This is an optimization exercise on Yosys and OpenROAD, whose aim is small area, a short achievable clock period and few clock cycles, not a production implementation.
Where RTL was checked, it was by simulation tests only, not by an equivalence proof against the original.
Only the layout flow was run in runs 4 and 5; the RTL was not checked for function there.
Power figures rest on the tool's default switching activity, not on a simulated workload.

===== flow/design.v =====
module cmri_parser (
    input  wire       clk,
    input  wire       rst,
    input  wire [7:0] node_addr,
    input  wire       in_valid,      
    input  wire [7:0] in_byte,
    output wire       disp_valid,
    output wire       disp_match,
    output wire       error,
    output reg        is_i,
    output reg        is_t,
    output reg        is_p,
    output wire       n_in_payload,
    output wire       n_in_maybe,
    output wire       n_store,
    output wire       n_is_p,
    output reg  [6:0] pay_len,
    input  wire [6:0] rd_addr,
    output wire [7:0] rd_data,
    output wire [63:0] first8
);
    localparam MAX_LEN = 72;
    localparam ATTN = 8'hFF;
    localparam STX  = 8'h02;
    localparam ETX  = 8'h03;
    localparam DLE  = 8'h10;
    localparam S_START      = 3'd0;
    localparam S_ATTN_NEXT  = 3'd1;
    localparam S_STX_NEXT   = 3'd2;
    localparam S_ADDR_NEXT  = 3'd3;
    localparam S_TYPE_NEXT  = 3'd4;
    localparam S_MAYBE_DATA = 3'd6;
    localparam S_DATA_NEXT  = 3'd7;
    reg [2:0] state;
    reg       is_local;
    reg [7:0] payload [0:MAX_LEN-1];
    assign rd_data = payload[rd_addr];
    genvar g;
    generate
        for (g = 0; g < 8; g = g + 1) begin : g_first8
            assign first8[g*8 +: 8] = payload[g];
        end
    endgenerate
    assign disp_valid = in_valid & do_dispatch;
    assign disp_match = is_local;
    assign error      = in_valid & do_error;
    reg       do_append;
    reg       do_dispatch;
    reg       do_error;
    reg [2:0] next_state;
    always @(*) begin
        do_append   = 1'b0;
        do_dispatch = 1'b0;
        do_error    = 1'b0;
        next_state  = state;
        case (state)
            S_START:
                if (in_byte == ATTN) next_state = S_ATTN_NEXT;
                else                 do_error   = 1'b1;
            S_ATTN_NEXT:
                if (in_byte == ATTN) next_state = S_STX_NEXT;
                else                 do_error   = 1'b1;
            S_STX_NEXT:
                if (in_byte == STX)  next_state = S_ADDR_NEXT;
                else                 do_error   = 1'b1;
            S_ADDR_NEXT:
                next_state = S_TYPE_NEXT;
            S_TYPE_NEXT:
                next_state = S_MAYBE_DATA;
            S_MAYBE_DATA:
                if (in_byte == ETX || in_byte == ATTN) begin
                    do_dispatch = 1'b1;
                    next_state  = S_START;
                end else if (in_byte == DLE) begin
                    next_state = S_DATA_NEXT;
                end else begin
                    do_append  = 1'b1;
                    next_state = S_MAYBE_DATA;
                end
            S_DATA_NEXT: begin
                do_append  = 1'b1;
                next_state = S_MAYBE_DATA;
            end
            default:
                do_error = 1'b1;
        endcase
        if (do_append && pay_len == MAX_LEN) begin
            do_append = 1'b0;
            do_error  = 1'b1;
        end
        if (do_error)
            next_state = S_START;
    end
    wire [2:0] n_state = in_valid ? next_state : state;
    wire       take_type = in_valid && (state == S_TYPE_NEXT);
    wire       t_i = is_local && (in_byte == 8'h49);
    wire       t_t = is_local && (in_byte == 8'h54);
    wire       t_p = is_local && (in_byte == 8'h50);
    assign n_in_payload = (n_state[2:1] == 2'b11);
    assign n_in_maybe   = (n_state == S_MAYBE_DATA);
    assign n_store      = take_type ? (t_i || t_t) : (is_i || is_t);
    assign n_is_p       = take_type ? t_p : is_p;
    always @(posedge clk) begin
        if (rst) begin
            state    <= S_START;
            is_local <= 1'b0;
            is_i     <= 1'b0;
            is_t     <= 1'b0;
            is_p     <= 1'b0;
            pay_len  <= 7'd0;
        end else begin
            state <= n_state;
            if (in_valid) begin
                if ((state == S_START && in_byte == ATTN) || do_error)
                    pay_len <= 7'd0;
                if (state == S_ADDR_NEXT) is_local <= (in_byte == node_addr);
                if (do_append) pay_len <= pay_len + 7'd1;
            end
            if (take_type) begin
                is_i <= t_i;
                is_t <= t_t;
                is_p <= t_p;
            end
        end
    end
    always @(posedge clk) begin
        if (in_valid && do_append && (is_i || is_t))
            payload[pay_len] <= in_byte;
    end
endmodule
module cmri_dispatch (
    input  wire        clk,
    input  wire        rst,
    input  wire [7:0]  node_addr,
    input  wire        disp_valid,    
    input  wire        is_i,
    input  wire        is_t,
    input  wire        is_p,
    input  wire        n_in_payload,
    input  wire        n_in_maybe,
    input  wire        n_store,
    input  wire        n_is_p,
    input  wire [63:0] in_lines,
    input  wire [6:0]  pay_len,
    output wire [6:0]  rd_addr,
    input  wire [7:0]  rd_data,
    input  wire [63:0] first8,
    output reg         rx_ready,
    output reg         ev_valid,
    input  wire        ev_ready,
    output reg  [2:0]  ev_kind,
    output reg  [7:0]  ev_data,
    output reg         ev_bit,
    output wire [63:0] out_lines
);
    localparam RLEN  = 9;           
    localparam EV_TX_BYTE   = 3'd0;
    localparam EV_OUT_LINE  = 3'd1;
    localparam EV_OUT_BULK  = 3'd2;
    localparam EV_INIT_BYTE = 3'd3;
    localparam EV_INIT_END  = 3'd4;
    localparam J_NONE = 2'd0;
    localparam J_I    = 2'd1;
    localparam J_T    = 2'd2;
    localparam J_P    = 2'd3;
    localparam TX_HDR  = 2'd0;
    localparam TX_DATA = 2'd1;
    localparam TX_ETX  = 2'd2;
    reg [1:0]  a_kind;
    reg [6:0]  a_len;
    reg [1:0]  b_kind;
    reg [6:0]  b_len;
    reg [6:0]  idx;         
    reg        t_started;
    reg [1:0]  tx_phase;
    reg        esc_sent;
    reg [63:0] pend;        
    reg [63:0] obank;
    reg [63:0] ibank;
    assign out_lines = obank;
    assign rd_addr   = idx;
    wire [1:0] new_kind = is_i ? J_I : is_t ? J_T : is_p ? J_P : J_NONE;
    wire       new_job  = disp_valid && (is_i || is_t || is_p);
    wire [63:0] newpat;
    genvar g;
    generate
        for (g = 0; g < 8; g = g + 1) begin : g_pat
            assign newpat[g*8 +: 8] = (a_len > g) ? first8[g*8 +: 8] : 8'h00;
        end
    endgenerate
    wire [63:0] tdiff    = newpat ^ obank;
    wire        tdiff_any = |tdiff;
    wire [63:0] pend_rest = pend & (pend - 64'd1);   
    wire [63:0] lowbit    = pend ^ pend_rest;
    wire        pend_any  = |pend;
    reg  [5:0]  line;
    integer k;
    always @(*) begin
        line = 6'd0;
        for (k = 0; k < 64; k = k + 1)
            line = line | (lowbit[k] ? k[5:0] : 6'd0);
    end
    wire nbit = |(lowbit & obank);
    reg  [7:0] hdr_byte;
    wire [7:0] resp_byte = (idx < 7'd8) ? ibank[idx[2:0]*8 +: 8] : 8'h00;
    wire       resp_esc  = (resp_byte == 8'h02) || (resp_byte == 8'h03) ||
                           (resp_byte == 8'h10);
    always @(*) begin
        case (idx[2:0])
            3'd0:    hdr_byte = 8'hFF;
            3'd1:    hdr_byte = 8'hFF;
            3'd2:    hdr_byte = 8'h02;
            3'd3:    hdr_byte = node_addr;
            default: hdr_byte = 8'h52;      
        endcase
    end
    reg       e_valid;
    reg [2:0] e_kind;
    reg [7:0] e_data;
    reg       e_bit;
    reg       e_last;
    always @(*) begin
        e_valid = 1'b0;
        e_kind  = EV_TX_BYTE;
        e_data  = 8'h00;
        e_bit   = 1'b0;
        e_last  = 1'b0;
        case (a_kind)
            J_I: begin
                e_valid = 1'b1;
                if (idx == a_len) begin
                    e_kind = EV_INIT_END;
                    e_data = {1'b0, a_len};
                    e_last = 1'b1;
                end else begin
                    e_kind = EV_INIT_BYTE;
                    e_data = rd_data;
                end
            end
            J_T: begin
                if (!t_started) begin
                    e_last = !tdiff_any;
                end else if (pend_any) begin
                    e_valid = 1'b1;
                    e_kind  = EV_OUT_LINE;
                    e_data  = {2'b00, line};
                    e_bit   = nbit;
                end else begin
                    e_valid = 1'b1;
                    e_kind  = EV_OUT_BULK;
                    e_data  = 8'd64;
                    e_last  = 1'b1;
                end
            end
            J_P: begin
                e_valid = 1'b1;
                case (tx_phase)
                    TX_HDR:  e_data = hdr_byte;
                    TX_DATA: e_data = (resp_esc && !esc_sent) ? 8'h10 : resp_byte;
                    default: begin
                        e_data = 8'h03;
                        e_last = 1'b1;
                    end
                endcase
            end
            default: ;
        endcase
    end
    wire can_push = !ev_valid || ev_ready;
    wire step     = can_push && (a_kind != J_NONE);
    wire a_free   = (a_kind == J_NONE) || (step && e_last);
    wire b_full   = (b_kind != J_NONE);
    wire [1:0] n_a_kind = !a_free ? a_kind :
                          b_full  ? b_kind :
                          new_job ? new_kind : J_NONE;
    wire [1:0] n_b_kind = (!a_free || b_full) ? (new_job ? new_kind :
                                                 (a_free ? J_NONE : b_kind))
                                              : J_NONE;
    wire p_to_etx = (tx_phase == TX_DATA) && (idx == RLEN - 1) &&
                    !(resp_esc && !esc_sent);
    wire n_t_started = !a_free && (t_started || (a_kind == J_T && step));
    wire n_p_busy    = a_free ? (n_a_kind == J_P)
                              : ((a_kind == J_P) && (tx_phase != TX_ETX) &&
                                 !(step && p_to_etx));
    wire n_iconf     = a_free ? (n_a_kind == J_I)
                              : ((a_kind == J_I) && ({1'b0, pay_len} + 8'd1 >= {1'b0, idx}) &&
                                 (pay_len < a_len));
    wire n_b_full    = (n_b_kind != J_NONE);
    wire n_hold_it   = n_in_payload && n_store &&
                       (n_b_full || n_iconf || ((n_a_kind == J_T) && !n_t_started));
    wire n_hold_p    = n_in_maybe && n_is_p && (n_b_full || n_p_busy);
    always @(posedge clk) begin
        if (rst) begin
            ev_valid <= 1'b0;
            ev_kind  <= EV_TX_BYTE;
            ev_data  <= 8'h00;
            ev_bit   <= 1'b0;
        end else if (can_push) begin
            ev_valid <= e_valid;
            ev_kind  <= e_kind;
            ev_data  <= e_data;
            ev_bit   <= e_bit;
        end
    end
    always @(posedge clk) begin
        if (disp_valid && is_p)
            ibank <= in_lines;
    end
    always @(posedge clk) begin
        if (rst) begin
            rx_ready <= 1'b1;
        end else begin
            rx_ready <= !(n_hold_it || n_hold_p);
        end
    end
    always @(posedge clk) begin
        if (rst) begin
            a_kind    <= J_NONE;
            a_len     <= 7'd0;
            b_kind    <= J_NONE;
            b_len     <= 7'd0;
            idx       <= 7'd0;
            t_started <= 1'b0;
            tx_phase  <= TX_HDR;
            esc_sent  <= 1'b0;
            obank     <= 64'd0;
        end else begin
            a_kind    <= n_a_kind;
            b_kind    <= n_b_kind;
            t_started <= n_t_started;
            if (a_free) begin
                idx      <= 7'd0;
                tx_phase <= TX_HDR;
                esc_sent <= 1'b0;
                a_len    <= b_full ? b_len : pay_len;
            end
            if (new_job && (!a_free || b_full))
                b_len <= pay_len;
            if (step && !a_free) begin
                case (a_kind)
                    J_I: idx <= idx + 7'd1;
                    J_T:
                        if (!t_started)
                            obank <= newpat;
                    J_P:
                        case (tx_phase)
                            TX_HDR:
                                if (idx == 7'd4) begin
                                    idx      <= 7'd0;
                                    tx_phase <= TX_DATA;
                                end else begin
                                    idx <= idx + 7'd1;
                                end
                            TX_DATA:
                                if (resp_esc && !esc_sent) begin
                                    esc_sent <= 1'b1;
                                end else begin
                                    esc_sent <= 1'b0;
                                    if (idx == RLEN - 1)
                                        tx_phase <= TX_ETX;
                                    else
                                        idx <= idx + 7'd1;
                                end
                            default: ;
                        endcase
                    default: ;
                endcase
            end
        end
    end
    always @(posedge clk) begin
        if (step && a_kind == J_T)
            pend <= t_started ? pend_rest : tdiff;
    end
endmodule
module cmri_counters (
    input  wire        clk,
    input  wire        rst,
    input  wire        inc_byte,
    input  wire        inc_seen,
    input  wire        inc_proc,
    input  wire        inc_error,
    output reg  [15:0] cnt_bytes,
    output reg  [15:0] cnt_frames_seen,
    output reg  [15:0] cnt_frames_proc,
    output reg  [15:0] cnt_errors
);
    always @(posedge clk) begin
        if (rst) begin
            cnt_bytes       <= 16'd0;
            cnt_frames_seen <= 16'd0;
            cnt_frames_proc <= 16'd0;
            cnt_errors      <= 16'd0;
        end else begin
            if (inc_byte)  cnt_bytes       <= cnt_bytes + 16'd1;
            if (inc_seen)  cnt_frames_seen <= cnt_frames_seen + 16'd1;
            if (inc_proc)  cnt_frames_proc <= cnt_frames_proc + 16'd1;
            if (inc_error) cnt_errors      <= cnt_errors + 16'd1;
        end
    end
endmodule
module cmri_core (
    input  wire        clk,
    input  wire        rst,
    input  wire [6:0]  local_id,
    input  wire        rx_valid,
    input  wire [7:0]  rx_data,
    output wire        rx_ready,
    input  wire [63:0] in_lines,
    output wire        ev_valid,
    input  wire        ev_ready,
    output wire [2:0]  ev_kind,
    output wire [7:0]  ev_data,
    output wire        ev_bit,
    output wire [63:0] out_lines,
    output wire [15:0] cnt_bytes,
    output wire [15:0] cnt_frames_seen,
    output wire [15:0] cnt_frames_proc,
    output wire [15:0] cnt_errors
);
    wire       disp_valid;
    wire       disp_match;
    wire       parse_error;
    wire       is_i;
    wire       is_t;
    wire       is_p;
    wire       n_in_payload;
    wire       n_in_maybe;
    wire       n_store;
    wire       n_is_p;
    wire [6:0] pay_len;
    wire [7:0] pay_rd_data;
    wire [6:0] pay_rd_addr;
    wire [63:0] first8;
    wire       byte_taken;
    reg  [7:0] node_addr;
    always @(posedge clk)
        node_addr <= {1'b0, local_id} + 8'd65;
    assign byte_taken = rx_valid & rx_ready;
    cmri_parser u_parser (
        .clk          (clk),
        .rst          (rst),
        .node_addr    (node_addr),
        .in_valid     (byte_taken),
        .in_byte      (rx_data),
        .disp_valid   (disp_valid),
        .disp_match   (disp_match),
        .error        (parse_error),
        .is_i         (is_i),
        .is_t         (is_t),
        .is_p         (is_p),
        .n_in_payload (n_in_payload),
        .n_in_maybe   (n_in_maybe),
        .n_store      (n_store),
        .n_is_p       (n_is_p),
        .pay_len      (pay_len),
        .rd_addr      (pay_rd_addr),
        .rd_data      (pay_rd_data),
        .first8       (first8)
    );
    cmri_dispatch u_dispatch (
        .clk          (clk),
        .rst          (rst),
        .node_addr    (node_addr),
        .disp_valid   (disp_valid & disp_match),
        .is_i         (is_i),
        .is_t         (is_t),
        .is_p         (is_p),
        .n_in_payload (n_in_payload),
        .n_in_maybe   (n_in_maybe),
        .n_store      (n_store),
        .n_is_p       (n_is_p),
        .in_lines     (in_lines),
        .pay_len      (pay_len),
        .rd_addr      (pay_rd_addr),
        .rd_data      (pay_rd_data),
        .first8       (first8),
        .rx_ready     (rx_ready),
        .ev_valid     (ev_valid),
        .ev_ready     (ev_ready),
        .ev_kind      (ev_kind),
        .ev_data      (ev_data),
        .ev_bit       (ev_bit),
        .out_lines    (out_lines)
    );
    cmri_counters u_counters (
        .clk        (clk),
        .rst        (rst),
        .inc_byte   (byte_taken),
        .inc_seen   (disp_valid),
        .inc_proc   (disp_valid & disp_match),
        .inc_error  (parse_error),
        .cnt_bytes       (cnt_bytes),
        .cnt_frames_seen (cnt_frames_seen),
        .cnt_frames_proc (cnt_frames_proc),
        .cnt_errors      (cnt_errors)
    );
endmodule

===== flow/run.sh =====
#!/bin/bash
# synth_recipe.tcl (not shown) runs the flow's synth.tcl, then flattens the netlist and writes it again
# the make line also repeats each setting of config.mk as NAME=value (left out here)
make -C /OpenROAD-flow-scripts/flow DESIGN_CONFIG=/design/flow/config.mk WORK_HOME=/design/flow/orfs CLKGATE_MAP_FILE= SYNTH_SCRIPT=/design/flow/synth_recipe.tcl finish

===== flow/config.mk =====
export PLATFORM = sky130hd
export DESIGN_NAME = cmri_core
export DESIGN_NICKNAME = cmri_core
export VERILOG_FILES = /design/flow/design.v
export SDC_FILE = /design/flow/constraint.sdc
export NUM_CORES = 4
export LEC_CHECK = 0
export ABC_CLOCK_PERIOD_IN_PS = 3000
export CAP_MARGIN = 20
export CORE_MARGIN = 2
export CORE_UTILIZATION = 40
export SETUP_SLACK_MARGIN = 4.5
export SLEW_MARGIN = 20

===== flow/constraint.sdc =====
create_clock -name core_clock -period 8.0 [get_ports {clk}]
set_input_delay 1.6000 -clock core_clock [delete_from_list [all_inputs] [get_ports {clk}]]
set_output_delay 1.6000 -clock core_clock [all_outputs]
set_load 0.01 [all_outputs]

==> results_dict.tcl, run 1 <==
set metrics [dict create \
    crit_path_max_fanout 20 \
    worst_slew_pin_slew_ps 1060 \
    num_rows 117 \
    run_status "complete, no violations" \
    clkTransAtPathRegs_ps 60 \
    dieArea_sq_mm 0.105 \
    cp.arrival_ps 4070 \
    synth_fp_nets 3202 \
    end_kind "register" \
    areaGrowthSynthToFinish_pct 22.8 \
    skew_ps 43.3 \
    hold_violations 0 \
    max_freq_ghz 0.287 \
    cts_tree "yes" \
    fillers 8764 \
    ios 225 \
    layout-drive-gt1-share 0.219 \
    finalWirelength_mm 130 \
    yosysWarnings 4 \
    worstSetupStartpointType "input port" \
    fin_crit_ps 3490 \
    fp.dieH_microns 325 \
    synth_area_per_cell_sq_um 13.3 \
    leakagePower_uw 0.0161 \
    synth_top_area_share 0.514 \
    yosysMostFrequentCell "edfxtp_1" \
    relSlewSlack 0.275 \
    root_buffer "clkbuf_16" \
    synth.area.top_cells "edfxtp_1 (51%), mux4_2 (11%), dfxtp_1 (9.4%)" \
    fin_area_sq_mm 0.0505 \
    synth_edf_count 704 \
    clock_path_buffers 3 \
    multiInputGateArea_sq_mm 0.0164 \
    max_cap_violations 0 \
    async_flop_share 0 \
    drv_slew 0 \
    hold_path.class "reg2reg" \
    ys_ff_latch 897 \
    regArea_sq_mm 0.0250 \
    port_buffers 224 \
    yosysSeqAreaShare 0.608 \
    critical_path_class "in2reg" \
    post-place-ws_ps 2620 \
    core_sq_mm 0.102 \
    place_hpwl_mm 83.5 \
    post_drt_via_cell_ratio 5.90 \
    place_area_sq_mm 0.0449 \
    gp_congestion 0.968 \
    dr.pass1.iters 8 \
    grt_pass1_wl_mm 186 \
    htree_levels 3 \
    max-vdd-ir-drop_mv 0.184 \
    first_iter_violations 3678 \
    vias 28500 \
    tns_ps 0 \
    finalCritPeriodShare 0.436 \
    cts-buffers-inserted 91 \
    antenna_cells 0 \
    route.detailed.drc 0 \
    ys_top_cells_by_count "edfxtp_1 (704), nor2_1 (344), nand2_1 (267)" \
    fp.dieW_microns 325 \
    rsz0062_at_grt "true" \
    setup_viol_count_final 0 \
    grt.overflow.total 0 \
    finalWorstSetupSlack_ps 4510 \
    grt_pass1_vias 26800 \
    synth_top_area_cell "edfxtp_1" \
    ant_nets 0 \
    grt_max_degree 79 \
    synthCells 3089 \
    powerDensity_mw_per_mm2 218 \
    antenna_found_initial 1 \
    clkLatencyLatePin_ps 700 \
    grt_usage 0.236 \
    ys_types 86 \
    cp_data_required_time_ps 8580 \
    synth_top_flop_cell "edfxtp_1" \
    clock-sinks 897 \
    routedWlPerCell_microns 27.0 \
    synth_area_sq_mm 0.0411 \
    finalNetCount 3491 \
    start_util 0.403 \
]
[critical path, cell delays in order]
cell	delay, ps
clkdlybuf4s50_1	430
nor2b_2	180
buf_12	190
nor2_2	70
nand2_2	140
nor2_1	110
o21ai_2	140
o41ai_4	110
a31oi_4	280
buf_6	210
clkbuf_16	190
mux2_4	300
nor2_1	80
[flip-flops by register name (all words and copies together) (netlist names), 2 cells and up]
name and flops:
u_dispatch.ibank 64, u_parser.state 3, u_counters.cnt_errors 16, u_dispatch.pend 64, u_dispatch.obank 64, u_dispatch.ev_kind 3
node_addr 8, u_parser.pay_len 7, u_dispatch.b_len 7, u_dispatch.a_kind 2, u_dispatch.tx_phase 2, u_dispatch.ev_data 8
u_counters.cnt_bytes 16, u_counters.cnt_frames_proc 16, u_dispatch.a_len 7, u_parser.payload 576, u_dispatch.b_kind 2, u_dispatch.idx 7
u_counters.cnt_frames_seen 16
[power breakdown]
| group | internal, uW | switching, uW |
|---|---|---|
| clock | 2580 | 1920 |
| combinational | 541 | 877 |
| sequential | 5070 | 28.0 |
| total | 8190 | 2830 |
[routing by layer]
| metal | part of all wire | track usage | wire length (microns) |
|---|---|---|---|
| met1 | 0.42 | 0.337 | 55000 |
| met2 | 0.46 | 0.367 | 60500 |
| met3 | 0.075 | 0.0371 | 9760 |
| met4 | 0.038 | 0.0806 | 4900 |
| met5 | 0.00011 | 0 | 14 |
[kinds of logic after synthesis]
logic type      Yosys count  synth area share
compound gates          441            0.0710
simple gates            997             0.117
mux                     288             0.131
xor+xnor                177            0.0377
fa+ha+maj                30           0.00913
flops                   897             0.608
buf+inv                 259            0.0250
[timing repair]
| action | in CTS | in global routing |
|---|---|---|
| buffers inserted | 34 | 38 |
| pin swaps | 18 | 23 |
| endpoints found under the hold margin | 0 | 0 |
| hold buffers | 0 | 0 |
| endpoints found under the setup margin | 774 | 531 |
| cloned | 7 | 9 |
| gates resized for setup | 177 | 130 |
[metrics by stage]
step                hold WS (ps)  cells   util  total power [uW]
floorplan                    458   3089      -              5900
global placement             445   4565  0.440              6310
detailed placement           449   4565  0.440              6320
CTS                          459   4777  0.485             10900
global route                 475   4824  0.495             11400
finish                       460   4824  0.495             11000
[path summary, 6_finish.rpt]
path	from	to	slack [ps]	cells after the start
max	ev_ready	u_dispatch.obank[12]	4510	13
min	u_dispatch.ev_kind[2]	u_dispatch.ev_kind[2]	460	2
max reg2reg	u_dispatch.pend[6]	u_dispatch.ev_data[1]	4510	8
min reg2reg	u_dispatch.ev_kind[2]	u_dispatch.ev_kind[2]	460	2
[cell type report]
type	count	share of cell area
Clock buffer	123	0.0514
Inverter	111	0.00845
Tap cell	1368	0.0339
Clock inverter	48	0.0124
Multi-Input combinational cell	1933	0.325
Sequential cell	897	0.496
Timing Repair Buffer	344	0.0735
[cell usage in the layout, fill, tap and decap left out, drive strengths merged, types with 113 or more instances in the layout]
| cell type | netlist | routed |
|---|---|---|
| buf | 47 | 118 |
| clkbuf | 101 | 131 |
| clkdlybuf4s50 | 0 | 215 |
| dfxtp | 193 | 193 |
| edfxtp | 704 | 704 |
| inv | 109 | 113 |
| mux4 | 194 | 194 |
| nand2 | 267 | 267 |
| nor2 | 345 | 345 |
| xnor2 | 117 | 117 |
Testbench counts, summed over its fixed seeds: cycles 40,267.
==> run 2, diff against run 1 <==
--- a/flow/config.mk
+++ b/flow/config.mk
@@ -5,7 +5,6 @@
 export SDC_FILE = /design/flow/constraint.sdc
 export NUM_CORES = 4
 export LEC_CHECK = 0
-export ABC_CLOCK_PERIOD_IN_PS = 3000
 export CAP_MARGIN = 20
 export CORE_MARGIN = 2
 export CORE_UTILIZATION = 40
==> run 2 against run 1 <==
Still clean; global-route usage unchanged; critical path depth stayed put; sequential share of layout area unchanged; critical path type unchanged; critical endpoint unchanged.
==> results_dict.tcl, run 2 <==
set metrics [dict create \
    cp_slowest_cell "clkdlybuf4s50_1" \
    root_buffer "clkbuf_16" \
    max-vdd-ir-drop_mv 0.184 \
    max_freq_ghz 0.287 \
    crit_path_max_fanout 20 \
    yosysSeqAreaShare 0.608 \
    finalWirelength_mm 130 \
    dieArea_sq_mm 0.105 \
    route.detailed.drc 0 \
    start_util 0.403 \
    synth_top_area_cell "edfxtp_1" \
    grt_usage 0.236 \
    synth_top_flop_cell "edfxtp_1" \
    cts-buffers-inserted 91 \
    core_sq_mm 0.102 \
    clock_path_buffers 3 \
    p_int_uw 8190 \
    fin_area_sq_mm 0.0505 \
    cpPeakStageDelay_ps 430 \
    crit_path_frequent_cell "nor2_1" \
    fp.dieH_microns 325 \
    layout-drive-gt1-share 0.219 \
    htree_levels 3 \
    worst_slew_pin_slew_ps 1060 \
    synth_area_sq_mm 0.0411 \
    skew_ps 43.3 \
    grt_pass1_vias 26800 \
    ys_types 86 \
    antenna_cells 0 \
    leakagePower_uw 0.0161 \
    relSlewSlack 0.275 \
    min-delay-start "u_dispatch.ev_kind[2]" \
    p_switching_uw 2830 \
    grt_pass1_wl_mm 186 \
    run_status "complete, no violations" \
    worstSetupStartpointType "input port" \
    hold_path.class "reg2reg" \
    port_buffers 224 \
    rsz0062_at_grt "true" \
    async_flop_share 0 \
    num_rows 117 \
    first_iter_violations 3678 \
    tns_ps 0 \
    synth_edf_count 704 \
    switching_share 0.257 \
    ctsHoldBuffers 0 \
    yosysWarnings 4 \
    dr.pass1.iters 8 \
    ant_nets 0 \
    dp_cells 4565 \
    clock-sinks 897 \
    synth_fp_nets 3202 \
    finalCritPeriodShare 0.436 \
    most-common-layout-cells "edfxtp_1 (704), nand2_1 (262), nor2_1 (256)" \
    routedWlPerCell_microns 27.0 \
    drv_slew 0 \
    reg2reg_from "u_dispatch.pend[6]" \
    grt_max_degree 79 \
    areaGrowthSynthToFinish_pct 22.8 \
    vias 28500 \
    end_kind "register" \
    antenna_found_initial 1 \
    p_clk_frac 0.408 \
    cp.arrival_ps 4070 \
    setup_viol_count_final 0 \
    finalNetCount 3491 \
    hold_violations 0 \
    place_hpwl_mm 83.5 \
    grt.overflow.total 0 \
    post_drt_via_cell_ratio 5.90 \
    largest_register_ffs 576 \
    power_frac_seq 0.463 \
    crit_path_start "ev_ready" \
    fin_crit_ps 3490 \
    crit_chain "clkdlybuf4s50_1, nor2b_2, buf_12, nor2_2, nand2_2, nor2_1, o21ai_2, o41ai_4, a31oi_4, buf_6, clkbuf_16, mux2_4, nor2_1" \
    fin_total_pwr_uw 11000 \
    synth_area_per_cell_sq_um 13.3 \
    ys_top_cells_by_count "edfxtp_1 (704), nor2_1 (344), nand2_1 (267)" \
    synth_top_area_share 0.514 \
    regMostFlops "u_parser.payload" \
    yosysMostFrequentCell "edfxtp_1" \
    powerDensity_mw_per_mm2 218 \
    place_area_sq_mm 0.0449 \
    stdcell_count 4824 \
    ios 225 \
    critical_path_class "in2reg" \
    final_common_cell "edfxtp_1" \
    synthCells 3089 \
    ys_ff_latch 897 \
    comb_power_share 0.129 \
    clkTransAtPathRegs_ps 60 \
    clkLatencyLatePin_ps 700 \
    fp.dieW_microns 325 \
    gp_congestion 0.968 \
    synth.area.top_cells "edfxtp_1 (51%), mux4_2 (11%), dfxtp_1 (9.4%)" \
    cts_tree "yes" \
    max_cap_violations 0 \
    cp_data_required_time_ps 8580 \
]
run 2: power groups by stage:
stage	sequential (uW)	clock [uW]	combinational (uW)
after floorplan	5190	0	708
after global placement	5200	0	1110
after detailed placement	5200	0	1120
after CTS	5100	4560	1250
after global routing	5100	4750	1510
final	5100	4500	1420
run 2: worst max-delay path: cells and delay by family:
family	cells	cell delay [ps]
and+or+nand+nor	5	580
buffers and inverters	4	1020
AOI/OAI and AO/OA	3	530
muxes	1	300
run 2: routing by layer:
| layer | vias up | share of wire | global-route usage |
|---|---|---|---|
| met5 | - | 0.00011 | 0 |
| met4 | 2 | 0.038 | 0.0806 |
| met3 | 253 | 0.075 | 0.0371 |
| met2 | 1328 | 0.46 | 0.367 |
| met1 | 14400 | 0.42 | 0.337 |
| li1 | 12500 | - | - |
run 2: area by class of cell:
type	count	area, sq um
fillers	8764	51400
flip-flops and latches	897	25000
multi-input cells	1933	16400
repair buffers	344	3710
clock buffers	123	2590
well taps	1368	1710
clock inverters	48	628
inverters	111	427
run 2: worst paths after layout:
path / cells past startpoint / slack, ps / to
max: 13 / 4510 / u_dispatch.obank[12]
min: 2 / 460 / u_dispatch.ev_kind[2]
max reg2reg: 8 / 4510 / u_dispatch.ev_data[1]
min reg2reg: 2 / 460 / u_dispatch.ev_kind[2]
run 2: kinds of logic after synthesis:
family,count (synthesis),synth area share
mux,288,0.131
flops,897,0.608
simple gates,997,0.117
fa+ha+maj,30,0.00913
buf+inv,259,0.0250
compound gates,441,0.0710
xor+xnor,177,0.0377
run 2: metrics by stage:
| stage | hold WS [ps] | worst slack, ps | utilization |
|---|---|---|---|
| 2_1_floorplan | 458 | 4320 | - |
| 3_3_place_gp | 445 | 2760 | 0.440 |
| 3_5_place_dp | 449 | 2620 | 0.440 |
| 4_1_cts | 459 | 4450 | 0.485 |
| 5_1_grt | 475 | 4430 | 0.495 |
| 6_report | 460 | 4510 | 0.495 |
run 2: repair_timing:
item                       4_1_cts  5_1_grt
resized for setup              177      130
setup buffers                   34       38
pin swaps                       18       23
setup endpoints to repair      774      531
gates cloned                     7        9
==> run 3, diff against run 2 <==
==> flow/flow/run.sh (new file) <==
#!/bin/bash
# The standard layout, with plain buffers on the ports instead of the
# default delay-cell choice.
set -euo pipefail
bash standard.sh finish 'BUFFER_PORTS_ARGS=-buffer_cell sky130_fd_sc_hd__buf_2' > make_finish.log 2>&1
==> flow/standard.sh (new file) <==
#!/bin/bash
# synth_recipe.tcl (not shown) runs the flow's synth.tcl, then flattens the netlist and writes it again
# the make line also repeats each setting of config.mk as NAME=value (left out here)
make -C /OpenROAD-flow-scripts/flow DESIGN_CONFIG=/design/flow/config.mk WORK_HOME=/design/flow/orfs CLKGATE_MAP_FILE= SYNTH_SCRIPT=/design/flow/synth_recipe.tcl "${@:-finish}"
removed: flow/run.sh
==> run 3 against run 2 <==
Final cell count is 0.50% lower; largest cell class unchanged; utilization is 1.6 points lower; via count is 1.2% lower; still clean; synthesized cell count stayed put.
==> results_dict.tcl, run 3 <==
set metrics [dict create \
    run_status "complete, no violations" \
    p_switching_uw 2760 \
    skew_ps 52.3 \
    htree_levels 3 \
    max-vdd-ir-drop_mv 0.188 \
    critical_path_class "reg2reg" \
    yosys.area_share.simple 0.117 \
    num_rows 117 \
    fin_crit_ps 3670 \
    clkLatencyLatePin_ps 690 \
    switching_share 0.252 \
    synth_mux_area_frac 0.131 \
    yosysWarnings 4 \
    relSlewSlack 0.225 \
    place_hpwl_mm 81.8 \
    tns_ps 0 \
    worst_slew_pin_slew_ps 1130 \
    dieArea_sq_mm 0.105 \
    async_flop_share 0 \
    first_iter_violations 3464 \
    hold_path.class "reg2reg" \
    synth_top_flop_cell "edfxtp_1" \
    end_kind "register" \
    synth_top_area_share 0.514 \
    clock_path_buffers 3 \
    synth_fp_nets 3202 \
    clkTransAtPathRegs_ps 70 \
    gp_congestion 0.956 \
    layout-drive-gt1-share 0.267 \
    route.detailed.drc 0 \
    finalWirelength_mm 123 \
    ios 225 \
    powerDensity_mw_per_mm2 224 \
    worstSetupStartpointType "register" \
    post-place-ws_ps 2430 \
    yosysMostFrequentCell "edfxtp_1" \
    synth_top_area_cell "edfxtp_1" \
    start_util 0.403 \
    grt_pass1_wl_mm 178 \
    cts-buffers-inserted 94 \
    areaGrowthSynthToFinish_pct 19.0 \
    synthCells 3089 \
    leakagePower_uw 0.0159 \
    synth_xor_area_frac 0.0377 \
    grt_usage 0.224 \
    antenna_found_initial 1 \
    cts_tree "yes" \
    grt.overflow.total 0 \
    regMostFlops "u_parser.payload" \
    ff2ff_path_depth 8 \
    synth_edf_count 704 \
    crit_path_max_fanout 7 \
    grt_pass1_vias 26400 \
    grt_max_degree 109 \
    post_drt_via_cell_ratio 5.86 \
    dr.pass1.iters 6 \
    port_buffers 224 \
    synth_area_per_cell_sq_um 13.3 \
    comb_power_share 0.116 \
    max_cap_violations 0 \
    core_sq_mm 0.102 \
    max_freq_ghz 0.273 \
    final_common_cell "edfxtp_1" \
    power_frac_seq 0.466 \
    routedWlPerCell_microns 25.6 \
    fp.dieH_microns 325 \
    hold_violations 0 \
    setup_viol_count_final 0 \
    cp.arrival_ps 4210 \
    vias 28100 \
    most-common-layout-cells "edfxtp_1 (704), nor2_1 (268), nand2_1 (264)" \
    p_clk_frac 0.417 \
    ys_types 86 \
    largest_register_ffs 576 \
    clock-sinks 897 \
    hold-path-cell-count 2 \
    synth_top_family_by_area "multiplexers" \
    cp_data_required_time_ps 8540 \
    rsz0062_at_grt "true" \
    ctsHoldBuffers 0 \
    synth.area.top_cells "edfxtp_1 (51%), mux4_2 (11%), dfxtp_1 (9.4%)" \
    fp.dieW_microns 325 \
    finalNetCount 3466 \
    root_buffer "clkbuf_16" \
    fillers 8883 \
    synth-compound-area-share 0.0710 \
    ys_top_cells_by_count "edfxtp_1 (704), nor2_1 (344), nand2_1 (267)" \
    finalCritPeriodShare 0.458 \
    finalWorstSetupSlack_ps 4330 \
    yosysSeqAreaShare 0.608 \
    ant_nets 0 \
    p_int_uw 8200 \
    ys_ff_latch 897 \
    synth_adder_area_share 0.00913 \
    drv_slew 0 \
    synth_area_sq_mm 0.0411 \
]
[run 3: changes by cell type in the layout (fill, tap and decap cells not counted), sizes merged, moves of 2 or more]
cell           change
clkdlybuf4s50    -215
bufbuf             -2
buf              +190
clkinv             +4
clkbuf             -5
bufinv             +3
[run 3: path summary, 6_finish.rpt]
path                              start                     to  slack, ps
setup / recovery    u_dispatch.pend[39]  u_dispatch.ev_data[4]       4330
hold / removal    u_dispatch.ev_kind[1]  u_dispatch.ev_kind[1]        460
setup reg to reg    u_dispatch.pend[39]  u_dispatch.ev_data[4]       4330
hold reg to reg   u_dispatch.ev_kind[1]  u_dispatch.ev_kind[1]        460
[run 3: power by group through the flow]
| stage | Clock (uW) | Sequential [uW] | Combinational [uW] |
|---|---|---|---|
| floorplan | 0 | 5190 | 708 |
| global placement | 0 | 5210 | 1070 |
| detailed placement | 0 | 5210 | 1080 |
| CTS | 4630 | 5110 | 1160 |
| global route | 4820 | 5110 | 1370 |
| finish | 4570 | 5110 | 1280 |
[run 3: repair_timing]
action | 4_1_cts | 5_1_grt
setup buffers | 35 | 16
gates resized for setup | 181 | 77
pin swaps | 18 | 16
cloned | 2 | 7
setup endpoints to repair | 782 | 461
[run 3: final cells by class]
cell class / instances / area, sq um / share of cell area
timing repair buffer: 315 / 2300 / 0.0469
antenna: 1 / 2.50 / 0.0000512
clock buffer: 120 / 2560 / 0.0524
inverter: 111 / 422 / 0.00862
tap: 1368 / 1710 / 0.0350
multi-input combinational: 1934 / 16200 / 0.331
sequential: 897 / 25000 / 0.512
clock inverter: 54 / 709 / 0.0145
[run 3: layer usage]
layer,vias to the layer above,GRT usage,wire length (microns)
met5,-,0,0
met4,0,0.0717,3870
met3,207,0.0344,8810
met2,1355,0.350,57400
met1,14100,0.322,52800
li1,12400,-,-
[run 3: logic make-up (layout without fill, tap and decap cells)]
family,count (synthesis),after routing
xor+xnor,177,177
fa+ha+maj,30,30
flops,897,897
compound gates,441,441
other cells,0,1
simple gates,997,998
buf+inv,259,600
mux,288,288
[run 3: worst max-delay path, cell delays in order (launching register included)]
cell	delay, ps
edfxtp_1	650
nor4_1	180
nand2b_1	250
nand2b_1	440
nor4b_4	140
a2111oi_0	1000
nand3b_1	230
o31ai_2	520
a21oi_1	150
[run 3: stage by stage]
stage	cells	total power [uW]	hold WS [ps]	area, sq um	util
floorplan	3089	5900	458	41300	-
global placement	4565	6270	441	43800	0.430
detailed placement	4565	6290	451	43800	0.430
CTS	4776	10900	463	48300	0.474
global route	4800	11300	492	48900	0.480
finish	4800	11000	458	48900	0.480
==> run 4, diff against run 3 <==
--- a/flow/design.v
+++ b/flow/design.v
@@ -4,6 +4,8 @@
     input  wire [7:0] node_addr,
     input  wire       in_valid,      
     input  wire [7:0] in_byte,
+    input  wire       p_sample,
+    input  wire [63:0] in_lines,
     output wire       disp_valid,
     output wire       disp_match,
     output wire       error,
@@ -33,7 +35,7 @@
     localparam S_DATA_NEXT  = 3'd7;
     reg [2:0] state;
     reg       is_local;
-    reg [7:0] payload [0:MAX_LEN-1];
+    reg  [7:0] payload [0:MAX_LEN-1];
     assign rd_data = payload[rd_addr];
     genvar g;
     generate
@@ -123,9 +125,13 @@
             end
         end
     end
+    integer w;
     always @(posedge clk) begin
         if (in_valid && do_append && (is_i || is_t))
             payload[pay_len] <= in_byte;
+        if (p_sample)
+            for (w = 0; w < 8; w = w + 1)
+                payload[64 + w] <= in_lines[w*8 +: 8];
     end
 endmodule
 module cmri_dispatch (
@@ -140,9 +146,9 @@
     input  wire        n_in_maybe,
     input  wire        n_store,
     input  wire        n_is_p,
-    input  wire [63:0] in_lines,
     input  wire [6:0]  pay_len,
     output wire [6:0]  rd_addr,
+    output wire        p_sample,      
     input  wire [7:0]  rd_data,
     input  wire [63:0] first8,
     output reg         rx_ready,
@@ -153,7 +159,6 @@
     output reg         ev_bit,
     output wire [63:0] out_lines
 );
-    localparam RLEN  = 9;           
     localparam EV_TX_BYTE   = 3'd0;
     localparam EV_OUT_LINE  = 3'd1;
     localparam EV_OUT_BULK  = 3'd2;
@@ -163,50 +168,70 @@
     localparam J_I    = 2'd1;
     localparam J_T    = 2'd2;
     localparam J_P    = 2'd3;
-    localparam TX_HDR  = 2'd0;
-    localparam TX_DATA = 2'd1;
-    localparam TX_ETX  = 2'd2;
+    localparam T_START = 2'd0;
+    localparam T_PRIME = 2'd1;
+    localparam T_EMIT  = 2'd2;
+    localparam T_BULK  = 2'd3;
+    localparam P_HDR   = 2'd0;
+    localparam P_DATA  = 2'd1;
+    localparam P_ETX   = 2'd2;
     reg [1:0]  a_kind;
     reg [6:0]  a_len;
     reg [1:0]  b_kind;
     reg [6:0]  b_len;
+    reg [1:0]  ph;
     reg [6:0]  idx;         
-    reg        t_started;
-    reg [1:0]  tx_phase;
+    reg [2:0]  hcnt;        
     reg        esc_sent;
-    reg [63:0] pend;        
+    reg [7:0]  pbyte;       
+    reg        pesc;        
+    reg [63:0] rest;        
+    reg [5:0]  cur_line;    
+    reg        cur_nbit;    
     reg [63:0] obank;
-    reg [63:0] ibank;
     assign out_lines = obank;
     assign rd_addr   = idx;
     wire [1:0] new_kind = is_i ? J_I : is_t ? J_T : is_p ? J_P : J_NONE;
     wire       new_job  = disp_valid && (is_i || is_t || is_p);
     wire [63:0] newpat;
-    genvar g;
+    genvar g, l;
     generate
         for (g = 0; g < 8; g = g + 1) begin : g_pat
             assign newpat[g*8 +: 8] = (a_len > g) ? first8[g*8 +: 8] : 8'h00;
         end
     endgenerate
-    wire [63:0] tdiff    = newpat ^ obank;
+    wire [63:0] tdiff     = newpat ^ obank;
     wire        tdiff_any = |tdiff;
-    wire [63:0] pend_rest = pend & (pend - 64'd1);   
-    wire [63:0] lowbit    = pend ^ pend_rest;
-    wire        pend_any  = |pend;
-    reg  [5:0]  line;
-    integer k;
-    always @(*) begin
-        line = 6'd0;
-        for (k = 0; k < 64; k = k + 1)
-            line = line | (lowbit[k] ? k[5:0] : 6'd0);
-    end
-    wire nbit = |(lowbit & obank);
+    wire [63:0] rest_next = rest & (rest - 64'd1);   
+    wire        rest_any  = |rest;
+    wire [63:0] pv [0:6];
+    wire [63:0] pd [0:6];
+    wire [5:0]  pi [0:6][0:63];
+    assign pv[0] = rest;
+    assign pd[0] = obank;
+    generate
+        for (g = 0; g < 64; g = g + 1) begin : g_p0
+            assign pi[0][g] = 6'd0;
+        end
+        for (l = 1; l <= 6; l = l + 1) begin : g_pl
+            for (g = 0; g < (64 >> l); g = g + 1) begin : g_pn
+                wire lo = pv[l-1][2*g];
+                assign pv[l][g] = lo | pv[l-1][2*g+1];
+                assign pd[l][g] = lo ? pd[l-1][2*g] : pd[l-1][2*g+1];
+                assign pi[l][g] = lo ? pi[l-1][2*g] : (pi[l-1][2*g+1] | (6'd1 << (l-1)));
+            end
+            for (g = (64 >> l); g < 64; g = g + 1) begin : g_pz
+                assign pv[l][g] = 1'b0;
+                assign pd[l][g] = 1'b0;
+                assign pi[l][g] = 6'd0;
+            end
+        end
+    endgenerate
+    wire [5:0] low_line = pi[6][0];
+    wire       low_nbit = pd[6][0];
     reg  [7:0] hdr_byte;
-    wire [7:0] resp_byte = (idx < 7'd8) ? ibank[idx[2:0]*8 +: 8] : 8'h00;
-    wire       resp_esc  = (resp_byte == 8'h02) || (resp_byte == 8'h03) ||
-                           (resp_byte == 8'h10);
     always @(*) begin
-        case (idx[2:0])
+        case (hcnt)
             3'd0:    hdr_byte = 8'hFF;
             3'd1:    hdr_byte = 8'hFF;
             3'd2:    hdr_byte = 8'h02;
@@ -214,6 +239,10 @@
             default: hdr_byte = 8'h52;      
         endcase
     end
+    wire [7:0] nxt_byte = (idx == 7'd72) ? 8'h00 : rd_data;
+    wire       nxt_esc  = (nxt_byte == 8'h02) || (nxt_byte == 8'h03) ||
+                          (nxt_byte == 8'h10);
+    wire       send_dle = pesc && !esc_sent;
     reg       e_valid;
     reg [2:0] e_kind;
     reg [7:0] e_data;
@@ -237,26 +266,28 @@
                     e_data = rd_data;
                 end
             end
-            J_T: begin
-                if (!t_started) begin
-                    e_last = !tdiff_any;
-                end else if (pend_any) begin
-                    e_valid = 1'b1;
-                    e_kind  = EV_OUT_LINE;
-                    e_data  = {2'b00, line};
-                    e_bit   = nbit;
-                end else begin
-                    e_valid = 1'b1;
-                    e_kind  = EV_OUT_BULK;
-                    e_data  = 8'd64;
-                    e_last  = 1'b1;
-                end
-            end
+            J_T:
+                case (ph)
+                    T_START: e_last = !tdiff_any;
+                    T_PRIME: ;
+                    T_EMIT: begin
+                        e_valid = 1'b1;
+                        e_kind  = EV_OUT_LINE;
+                        e_data  = {2'b00, cur_line};
+                        e_bit   = cur_nbit;
+                    end
+                    default: begin
+                        e_valid = 1'b1;
+                        e_kind  = EV_OUT_BULK;
+                        e_data  = 8'd64;
+                        e_last  = 1'b1;
+                    end
+                endcase
             J_P: begin
                 e_valid = 1'b1;
-                case (tx_phase)
-                    TX_HDR:  e_data = hdr_byte;
-                    TX_DATA: e_data = (resp_esc && !esc_sent) ? 8'h10 : resp_byte;
+                case (ph)
+                    P_HDR:   e_data = hdr_byte;
+                    P_DATA:  e_data = send_dle ? 8'h10 : pbyte;
                     default: begin
                         e_data = 8'h03;
                         e_last = 1'b1;
@@ -276,19 +307,24 @@
     wire [1:0] n_b_kind = (!a_free || b_full) ? (new_job ? new_kind :
                                                  (a_free ? J_NONE : b_kind))
                                               : J_NONE;
-    wire p_to_etx = (tx_phase == TX_DATA) && (idx == RLEN - 1) &&
-                    !(resp_esc && !esc_sent);
-    wire n_t_started = !a_free && (t_started || (a_kind == J_T && step));
+    wire p_to_etx = (ph == P_DATA) && (idx == 7'd73) && !send_dle;
+    wire n_t_unstarted = a_free ? (n_a_kind == J_T)
+                                : ((a_kind == J_T) && (ph == T_START) && !step);
     wire n_p_busy    = a_free ? (n_a_kind == J_P)
-                              : ((a_kind == J_P) && (tx_phase != TX_ETX) &&
+                              : ((a_kind == J_P) && (ph != P_ETX) &&
                                  !(step && p_to_etx));
     wire n_iconf     = a_free ? (n_a_kind == J_I)
                               : ((a_kind == J_I) && ({1'b0, pay_len} + 8'd1 >= {1'b0, idx}) &&
                                  (pay_len < a_len));
     wire n_b_full    = (n_b_kind != J_NONE);
+    wire n_p_hi      = n_p_busy || (n_b_kind == J_P);
+    wire n_i_hi      = ((n_a_kind == J_I) || (n_b_kind == J_I)) &&
+                       ((a_len > 7'd64) || (b_len > 7'd64) || (pay_len > 7'd64));
     wire n_hold_it   = n_in_payload && n_store &&
-                       (n_b_full || n_iconf || ((n_a_kind == J_T) && !n_t_started));
-    wire n_hold_p    = n_in_maybe && n_is_p && (n_b_full || n_p_busy);
+                       (n_b_full || n_iconf || n_t_unstarted ||
+                        (n_p_hi && (pay_len >= 7'd63)));
+    wire n_hold_p    = n_in_maybe && n_is_p && (n_b_full || n_p_busy || n_i_hi);
+    assign p_sample = disp_valid && is_p;
     always @(posedge clk) begin
         if (rst) begin
             ev_valid <= 1'b0;
@@ -303,61 +339,62 @@
         end
     end
     always @(posedge clk) begin
-        if (disp_valid && is_p)
-            ibank <= in_lines;
-    end
-    always @(posedge clk) begin
-        if (rst) begin
+        if (rst)
             rx_ready <= 1'b1;
-        end else begin
+        else
             rx_ready <= !(n_hold_it || n_hold_p);
-        end
     end
     always @(posedge clk) begin
         if (rst) begin
-            a_kind    <= J_NONE;
-            a_len     <= 7'd0;
-            b_kind    <= J_NONE;
-            b_len     <= 7'd0;
-            idx       <= 7'd0;
-            t_started <= 1'b0;
-            tx_phase  <= TX_HDR;
-            esc_sent  <= 1'b0;
-            obank     <= 64'd0;
+            a_kind   <= J_NONE;
+            a_len    <= 7'd0;
+            b_kind   <= J_NONE;
+            b_len    <= 7'd0;
+            ph       <= 2'd0;
+            idx      <= 7'd0;
+            hcnt     <= 3'd0;
+            esc_sent <= 1'b0;
+            obank    <= 64'd0;
         end else begin
-            a_kind    <= n_a_kind;
-            b_kind    <= n_b_kind;
-            t_started <= n_t_started;
+            a_kind <= n_a_kind;
+            b_kind <= n_b_kind;
+            if (new_job && (!a_free || b_full))
+                b_len <= pay_len;
             if (a_free) begin
-                idx      <= 7'd0;
-                tx_phase <= TX_HDR;
+                ph       <= 2'd0;
+                idx      <= (n_a_kind == J_P) ? 7'd64 : 7'd0;
+                hcnt     <= 3'd0;
                 esc_sent <= 1'b0;
                 a_len    <= b_full ? b_len : pay_len;
-            end
-            if (new_job && (!a_free || b_full))
-                b_len <= pay_len;
-            if (step && !a_free) begin
+            end else if (step) begin
                 case (a_kind)
                     J_I: idx <= idx + 7'd1;
                     J_T:
-                        if (!t_started)
-                            obank <= newpat;
+                        case (ph)
+                            T_START: begin
+                                obank <= newpat;
+                                ph    <= T_PRIME;
+                            end
+                            T_PRIME: ph <= T_EMIT;
+                            T_EMIT:  if (!rest_any) ph <= T_BULK;
+                            default: ;
+                        endcase
                     J_P:
-                        case (tx_phase)
-                            TX_HDR:
-                                if (idx == 7'd4) begin
-                                    idx      <= 7'd0;
-                                    tx_phase <= TX_DATA;
-                                end else begin
+                        case (ph)
+                            P_HDR: begin
+                                hcnt <= hcnt + 3'd1;
+                                if (hcnt == 3'd4) begin
+                                    ph  <= P_DATA;
                                     idx <= idx + 7'd1;
                                 end
-                            TX_DATA:
-                                if (resp_esc && !esc_sent) begin
+                            end
+                            P_DATA:
+                                if (send_dle) begin
                                     esc_sent <= 1'b1;
                                 end else begin
                                     esc_sent <= 1'b0;
-                                    if (idx == RLEN - 1)
-                                        tx_phase <= TX_ETX;
+                                    if (idx == 7'd73)
+                                        ph <= P_ETX;
                                     else
                                         idx <= idx + 7'd1;
                                 end
@@ -369,8 +406,20 @@
         end
     end
     always @(posedge clk) begin
-        if (step && a_kind == J_T)
-            pend <= t_started ? pend_rest : tdiff;
+        if (step && a_kind == J_T) begin
+            if (ph == T_START)
+                rest <= tdiff;
+            else begin
+                rest     <= rest_next;
+                cur_line <= low_line;
+                cur_nbit <= low_nbit;
+            end
+        end
+        if (step && a_kind == J_P &&
+            ((ph == P_HDR && hcnt == 3'd4) || (ph == P_DATA && !send_dle))) begin
+            pbyte <= nxt_byte;
+            pesc  <= nxt_esc;
+        end
     end
 endmodule
 module cmri_counters (
@@ -433,6 +482,7 @@
     wire [6:0] pay_rd_addr;
     wire [63:0] first8;
     wire       byte_taken;
+    wire       p_sample;
     reg  [7:0] node_addr;
     always @(posedge clk)
         node_addr <= {1'b0, local_id} + 8'd65;
@@ -443,6 +493,8 @@
         .node_addr    (node_addr),
         .in_valid     (byte_taken),
         .in_byte      (rx_data),
+        .p_sample     (p_sample),
+        .in_lines     (in_lines),
         .disp_valid   (disp_valid),
         .disp_match   (disp_match),
         .error        (parse_error),
@@ -470,9 +522,9 @@
         .n_in_maybe   (n_in_maybe),
         .n_store      (n_store),
         .n_is_p       (n_is_p),
-        .in_lines     (in_lines),
         .pay_len      (pay_len),
         .rd_addr      (pay_rd_addr),
+        .p_sample     (p_sample),
         .rd_data      (pay_rd_data),
         .first8       (first8),
         .rx_ready     (rx_ready),
==> run 4 against run 3 <==
Sequential power decreased by 4.9%; still clean on timing, DRC and antenna; count of clock-buffer cells in the layout decreased by 3; utilization increased by 0.14 points; combinational power decreased by 38%; largest cell class unchanged.
==> results_dict.tcl, run 4 <==
set metrics [dict create \
    finalWorstSetupSlack_ps 4480 \
    stdcell_count 4829 \
    yosysMostFrequentCell "edfxtp_1" \
    grt_usage 0.229 \
    p_clk_frac 0.436 \
    comb_power_share 0.079 \
    dr.pass1.iters 5 \
    synth_top_area_share 0.494 \
    multiInputGateArea_sq_mm 0.0161 \
    cp_data_required_time_ps 8600 \
    grt_pass1_wl_mm 177 \
    skew_ps 30.3 \
    relSlewSlack 0.300 \
    regMostFlops "u_parser.payload" \
    finalWirelength_mm 122 \
    fp.dieW_microns 320 \
    ys_types 88 \
    synth_area_per_cell_sq_um 12.5 \
    rsz0062_at_grt "true" \
    synth_fp_nets 3314 \
    power_frac_seq 0.485 \
    regArea_sq_mm 0.0238 \
    hold_violations 0 \
    synth_edf_count 656 \
    p_switching_uw 2410 \
    htree_levels 3 \
    cp.arrival_ps 4120 \
    run_status "complete, no violations" \
    antenna_cells 0 \
    post-place-ws_ps 2360 \
    antenna_found_initial 1 \
    ant_nets 0 \
    clock-sinks 858 \
    grt_pass1_vias 26600 \
    place_hpwl_mm 76.8 \
    powerDensity_mw_per_mm2 211 \
    port_buffers 224 \
    leakagePower_uw 0.0157 \
    areaGrowthSynthToFinish_pct 19.0 \
    max_cap_violations 0 \
    root_buffer "clkbuf_16" \
    finalNetCount 3588 \
    clkLatencyLatePin_ps 680 \
    synth_area_sq_mm 0.0399 \
    async_flop_share 0 \
    fin_total_pwr_uw 10000 \
    reg.largest.list "u_parser.payload (576), u_dispatch.obank (64), u_dispatch.rest (64)" \
    synthCells 3192 \
    cp_slowest_cell "dfxtp_1" \
    fp.dieH_microns 320 \
    route.detailed.drc 0 \
    grt_max_degree 98 \
    max_freq_ghz 0.284 \
    p_int_uw 7610 \
    hold_path.class "reg2reg" \
    finalCritPeriodShare 0.440 \
    synth_top_flop_cell "edfxtp_1" \
    start_util 0.405 \
    routedWlPerCell_microns 25.3 \
    cts-buffers-inserted 92 \
    fin_crit_ps 3520 \
    clkTransAtPathRegs_ps 60 \
    switching_share 0.240 \
    end_kind "register" \
    critical_path_class "reg2reg" \
    synth.area.top_cells "edfxtp_1 (49%), dfxtp_1 (10%), mux4_2 (9.9%)" \
    final_common_cell "edfxtp_1" \
    worstSetupStartpointType "register" \
    first_iter_violations 3146 \
    num_rows 115 \
    tns_ps 0 \
    fin_util 0.481 \
    worst_slew_pin_slew_ps 1050 \
    layout-drive-gt1-share 0.234 \
    cts_tree "yes" \
    yosysWarnings 4 \
    max-vdd-ir-drop_mv 0.153 \
    post_drt_via_cell_ratio 5.85 \
    crit_path_max_fanout 18 \
    fillers 8628 \
    ios 225 \
    crit_chain "o21ai_1, and2_1, o32ai_2, nand4_1, nor4_4, nand3_4, buf_12, nand2_8, mux2_1, a31oi_1" \
    grt.overflow.total 0 \
    dp_cells 4570 \
    gp_congestion 0.904 \
    most-common-layout-cells "edfxtp_1 (656), nand2_1 (474), nor2_1 (216), buf_2 (216), dfxtp_1 (194)" \
    yosysSeqAreaShare 0.595 \
    largest_register_ffs 576 \
    clock_path_buffers 3 \
    core_sq_mm 0.0986 \
    dieArea_sq_mm 0.102 \
    vias 28200 \
    ys_ff_latch 858 \
    setup_viol_count_final 0 \
    synth_top_area_cell "edfxtp_1" \
    drv_slew 0 \
    cpPeakStageDelay_ps 770 \
    ys_top_cells_by_count "edfxtp_1 (656), nand2_1 (491), nor2_1 (283)" \
]
==> run 4: cell types whose count changed after synthesis, moves of 36 or more <==
cell      previous run  this run
nor2_1             344       283
nand4_1             37        75
edfxtp_1           704       656
a21oi_1            105       160
nand2_1            267       491
mux2_2              73        14
o21ai_0             76       145
nand3_1             92        56
==> run 4: worst max-delay path, delay by kind of cell (launching register included) <==
kind            cells  cell delay (ps)
simple gates        5             1460
compound gates      3              680
mux                 1              340
flops               1              770
buf+inv             1              180
==> run 4: kinds of logic after synthesis <==
family | Yosys count | share of synthesized area
AO/OA/AOI/OAI | 536 | 0.0846
adder cells (fa/ha/maj) | 39 | 0.0122
flip-flops | 858 | 0.595
XOR/XNOR | 177 | 0.0389
AND/OR/NAND/NOR | 1108 | 0.129
buffers and inverters | 237 | 0.0253
multiplexers | 237 | 0.115
==> run 4: per-stage QoR <==
stage	hold slack, ps	area [sq um]
floorplan	439	40100
global placement	439	42300
detailed placement	447	42400
CTS	461	46700
global route	482	47400
finish	458	47400
==> run 4: repair_timing <==
item	4_1_cts	5_1_grt
pin swaps	16	18
buffers inserted	33	36
cloned	11	9
setup endpoints to repair	792	516
resized for setup	165	63
hold buffers	0	0
==> run 4: final cells by class <==
type / count / area share
clock buffers: 117 / 0.0523
clock inverters: 53 / 0.0125
inverters: 73 / 0.00578
multi-input cells: 2105 / 0.339
flip-flops and latches: 858 / 0.501
well taps: 1287 / 0.0339
repair buffers: 336 / 0.0552
==> run 4: final timing paths <==
check / end / cells after the start / slack [ps] / startpoint
max: u_dispatch.rx_ready / 10 / 4480 / u_dispatch.a_len[0]
min: u_dispatch.ev_bit / 2 / 460 / u_dispatch.ev_bit
min reg2reg: u_dispatch.ev_bit / 2 / 460 / u_dispatch.ev_bit
max reg2reg: u_dispatch.rx_ready / 10 / 4480 / u_dispatch.a_len[0]
==> run 4: layer usage <==
metal	up-vias	part of all wire	track usage
met2	1202	0.48	0.366
li1	12600	-	-
met3	184	0.074	0.0371
met1	14200	0.42	0.318
met4	2	0.031	0.0740
met5	-	0.00011	0
==> run 4: power groups by stage <==
stage	clock network [uW]	logic [uW]	registers (uW)
after global routing	4610	855	4860
after CTS	4420	741	4850
after detailed placement	0	700	4950
after global placement	0	696	4950
after floorplan	0	459	4930
final	4360	793	4860
==> run 5, diff against run 4 <==
==> flow/run.sh (new file) <==
#!/bin/bash
# synth_recipe.tcl (not shown) runs the flow's synth.tcl, then flattens the netlist and writes it again
# the make line also repeats each setting of config.mk as NAME=value (left out here)
make -C /OpenROAD-flow-scripts/flow DESIGN_CONFIG=/design/flow/config.mk WORK_HOME=/design/flow/orfs CLKGATE_MAP_FILE= SYNTH_SCRIPT=/design/flow/synth_recipe.tcl finish
removed: flow/flow/run.sh
removed: flow/standard.sh
==> run 5 against run 4 <==
Cell area increased by 1.5%; register-to-register slack improved by 40 ps; sequential cell count is the same; final cell count fell by 0.54%; sequential power is essentially flat; worst setup slack better by 10 ps; die area did not move; synthesized cell count did not move; highest routed layer unchanged; critical path depth rose by 1; sequential share of layout area decreased by 0.74 points; via count fell by 0.51%; synthesized area is the same.
==> results_dict.tcl, run 5 <==
set metrics [dict create \
    grt.overflow.total 0 \
    crit_chain "clkbuf_4, nand4_1, or3_4, a41oi_4, or3_4, nor2_4, nand4_1, buf_6, buf_4, nor2_4, buf_12" \
    start_util 0.405 \
    switching_share 0.240 \
    finalNetCount 3560 \
    grt_pass1_vias 26600 \
    first_iter_violations 3052 \
    wl_met2_mm 58.2 \
    synth_area_sq_mm 0.0399 \
    ant_nets 0 \
    top_layer "met5" \
    clkLatencyLatePin_ps 660 \
    synth_fp_nets 3314 \
    critical_path.top_delay_family "simple AND/OR/NAND/NOR gates" \
    p_switching_uw 2390 \
    wl_met1_mm 50.3 \
    clock-sinks 858 \
    fp.dieH_microns 320 \
    clkTransAtPathRegs_ps 60 \
    run_status "complete, no violations" \
    fp.dieW_microns 320 \
    vias 28100 \
    comb_power_share 0.079 \
    relSlewSlack 0.261 \
    antenna_found_initial 5 \
    path_buf_inv 4 \
    setup_viol_count_final 0 \
    place_hpwl_mm 77.4 \
    leakagePower_uw 0.0151 \
    ys_ff_latch 858 \
    yosysMostFrequentCell "edfxtp_1" \
    power_frac_seq 0.489 \
    synth_top_area_cell "edfxtp_1" \
    yosysWarnings 4 \
    cts_tree "yes" \
    worst_slew_pin_slew_ps 1110 \
    ios 225 \
    p_int_uw 7560 \
    synth_top_flop_cell "edfxtp_1" \
    routed-wl-met3_mm 8.42 \
    areaGrowthSynthToFinish_pct 20.8 \
    synth_top_area_share 0.494 \
    place_area_sq_mm 0.0434 \
    hold_path.class "reg2reg" \
    post_drt_via_cell_ratio 5.85 \
    grt_max_degree 101 \
    fin_area_sq_mm 0.0482 \
    fin_crit_ps 3510 \
    ys_top_cells_by_count "edfxtp_1 (656), nand2_1 (491), nor2_1 (283)" \
    grt_pass1_wl_mm 177 \
    critical_path_class "in2reg" \
    final_common_cell "edfxtp_1" \
    max_cap_violations 0 \
    yosysSeqAreaShare 0.595 \
    grt_usage 0.230 \
    hold_violations 0 \
    max_freq_ghz 0.285 \
    synthCells 3192 \
    finalCritPeriodShare 0.439 \
    end_kind "register" \
    cp_slowest_cell "or3_4" \
    clock_path_buffers 3 \
    port_buffers 224 \
    route.detailed.drc 0 \
    htree_levels 3 \
    reg.largest.list "u_parser.payload (576), u_dispatch.obank (64), u_dispatch.rest (64)" \
    drv_slew 0 \
    ys_types 88 \
    regMostFlops "u_parser.payload" \
    routedWlPerCell_microns 25.1 \
    largest_register_ffs 576 \
    crit_path_max_fanout 8 \
    most-common-layout-cells "edfxtp_1 (656), nand2_1 (479), nor2_1 (215), clkdlybuf4s50_1 (215), dfxtp_1 (191)" \
    cpPeakStageDelay_ps 460 \
    worstSetupStartpointType "input port" \
    fillers 8525 \
    rsz0062_at_grt "true" \
    dieArea_sq_mm 0.102 \
    powerDensity_mw_per_mm2 206 \
    core_sq_mm 0.0986 \
    finalWirelength_mm 121 \
    layout-drive-gt1-share 0.168 \
    skew_ps 34.3 \
    tns_ps 0 \
    dr.pass1.iters 5 \
    max-vdd-ir-drop_mv 0.144 \
    cp.arrival_ps 3860 \
    async_flop_share 0 \
    ctsHoldBuffers 0 \
    num_rows 115 \
    fin_total_pwr_uw 9940 \
    gp_congestion 0.893 \
    p_clk_frac 0.432 \
    synth_area_per_cell_sq_um 12.5 \
    synth.area.top_cells "edfxtp_1 (49%), dfxtp_1 (10%), mux4_2 (9.9%)" \
    root_buffer "clkbuf_16" \
    cp_data_required_time_ps 8350 \
    cts-buffers-inserted 92 \
    synth_edf_count 656 \
]
-- run 5: layer usage --
metal  up-vias  global-route usage
met1     14100               0.319
met5         -                   0
met2      1217               0.376
met3       210              0.0330
li1      12600                   -
met4         6              0.0693
-- run 5: worst paths after layout --
| check | startpoint | endpoint | slack [ps] | cells after the start |
|---|---|---|---|---|
| hold reg to reg | u_dispatch.ev_kind[1] | u_dispatch.ev_kind[1] | 460 | 2 |
| setup / recovery | rx_data[5] | u_parser.payload[45][6] | 4490 | 11 |
| hold / removal | u_dispatch.ev_kind[1] | u_dispatch.ev_kind[1] | 460 | 2 |
| setup reg to reg | u_dispatch.a_len[6] | u_dispatch.rx_ready | 4520 | 12 |
-- run 5: power groups by stage --
stage               registers [uW]  logic, uW  clock network, uW
floorplan                     4930        459                  0
global placement              4950        713                  0
detailed placement            4950        717                  0
CTS                           4860        775               4350
global route                  4860        847               4530
finish                        4860        790               4290
-- run 5: cell families (layout without fill, tap and decap cells) --
logic type                 after synthesis  after routing  synth area share
adders and majority gates               39             39            0.0122
and+or+nand+nor                       1108           1115             0.129
DFF                                    858            858             0.595
other                                    0              1                 0
AOI/OAI and AO/OA                      536            536            0.0846
xor gates and xnor gates               177            177            0.0389
muxes                                  237            237             0.115
buffers and inverters                  237            553            0.0253
-- run 5: metrics by stage --
step                hold WS, ps  utilization  std cells  setup slack [ps]
global route                482        0.489       4803              4450
detailed placement          451        0.441       4568              2070
finish                      461        0.489       4803              4490
CTS                         464        0.485       4788              4500
global placement            446        0.441       4568              2170
floorplan                   439            -       3192              3990
-- run 5: worst register-to-register path, cell delays in order (launching register included) --
cell     delay, ps
dfxtp_1        410
buf_4          270
nor4_4         190
buf_6          220
a21oi_1        100
o32ai_1        510
nand4_1        210
nor3_2         450
nand3_4        170
buf_12         210
nand2_8        140
mux2_1         340
a31oi_1        170
-- run 5: area by class of cell --
| type | count | area [sq um] | share of cell area |
|---|---|---|---|
| flip-flops and latches | 858 | 23800 | 0.493 |
| multi-input cells | 2104 | 16200 | 0.336 |
| repair buffers | 309 | 3320 | 0.0689 |
| clock buffers | 110 | 2450 | 0.0509 |
| well taps | 1287 | 1610 | 0.0334 |
| clock inverters | 61 | 573 | 0.0119 |
| inverters | 73 | 274 | 0.00569 |
| diodes | 1 | 2.50 | 0.0000520 |
-- run 5: timing repair --
item	4_1_cts	5_1_grt
resized for setup	176	30
setup endpoints to repair	805	668
buffers inserted	36	11
gates cloned	13	3
pin swaps	26	7

-- port drivers added, routing unchanged --
How much do the figures lean on ideal ports? The routed layouts below were timed once more, with nothing changed but the port constraints.
Step 1 sets driving cells, clkbuf_16 on the clock port and buf_2 on the other inputs (assumed; they add their load-dependent delay and slew).
Step 2, shift: input delay + t, output delay - t, t = (earliest + latest rising clock arrival at the registers) / 2. This alone moves slack from input paths to output paths.
a / b / c = ideal / step 1 / step 2; a / b = the first two.
| run | t (ns) | slack for setup (ns) | hold slack, ns |
|---|---|---|---|
| run 1 | 0.744 | 4.510 / 4.464 / 3.785 | 0.460 / 0.460 / 0.460 |
| run 2 | 0.744 | 4.510 / 4.464 / 3.785 | 0.460 / 0.460 / 0.460 |
| run 3 | 0.734 | 4.332 / 4.332 / 3.810 | 0.458 / 0.458 / 0.458 |
| run 4 | 0.730 | 4.480 / 4.454 / 3.725 | 0.458 / 0.458 / 0.458 |
| run 5 | 0.720 | 4.490 / 4.471 / 3.806 | 0.461 / 0.461 / 0.461 |
After both steps setup and hold are still met in every run listed. For run 4, which loses most, drivers alone change the setup slack by -0.026 ns; drivers and shift together by -0.755 ns.
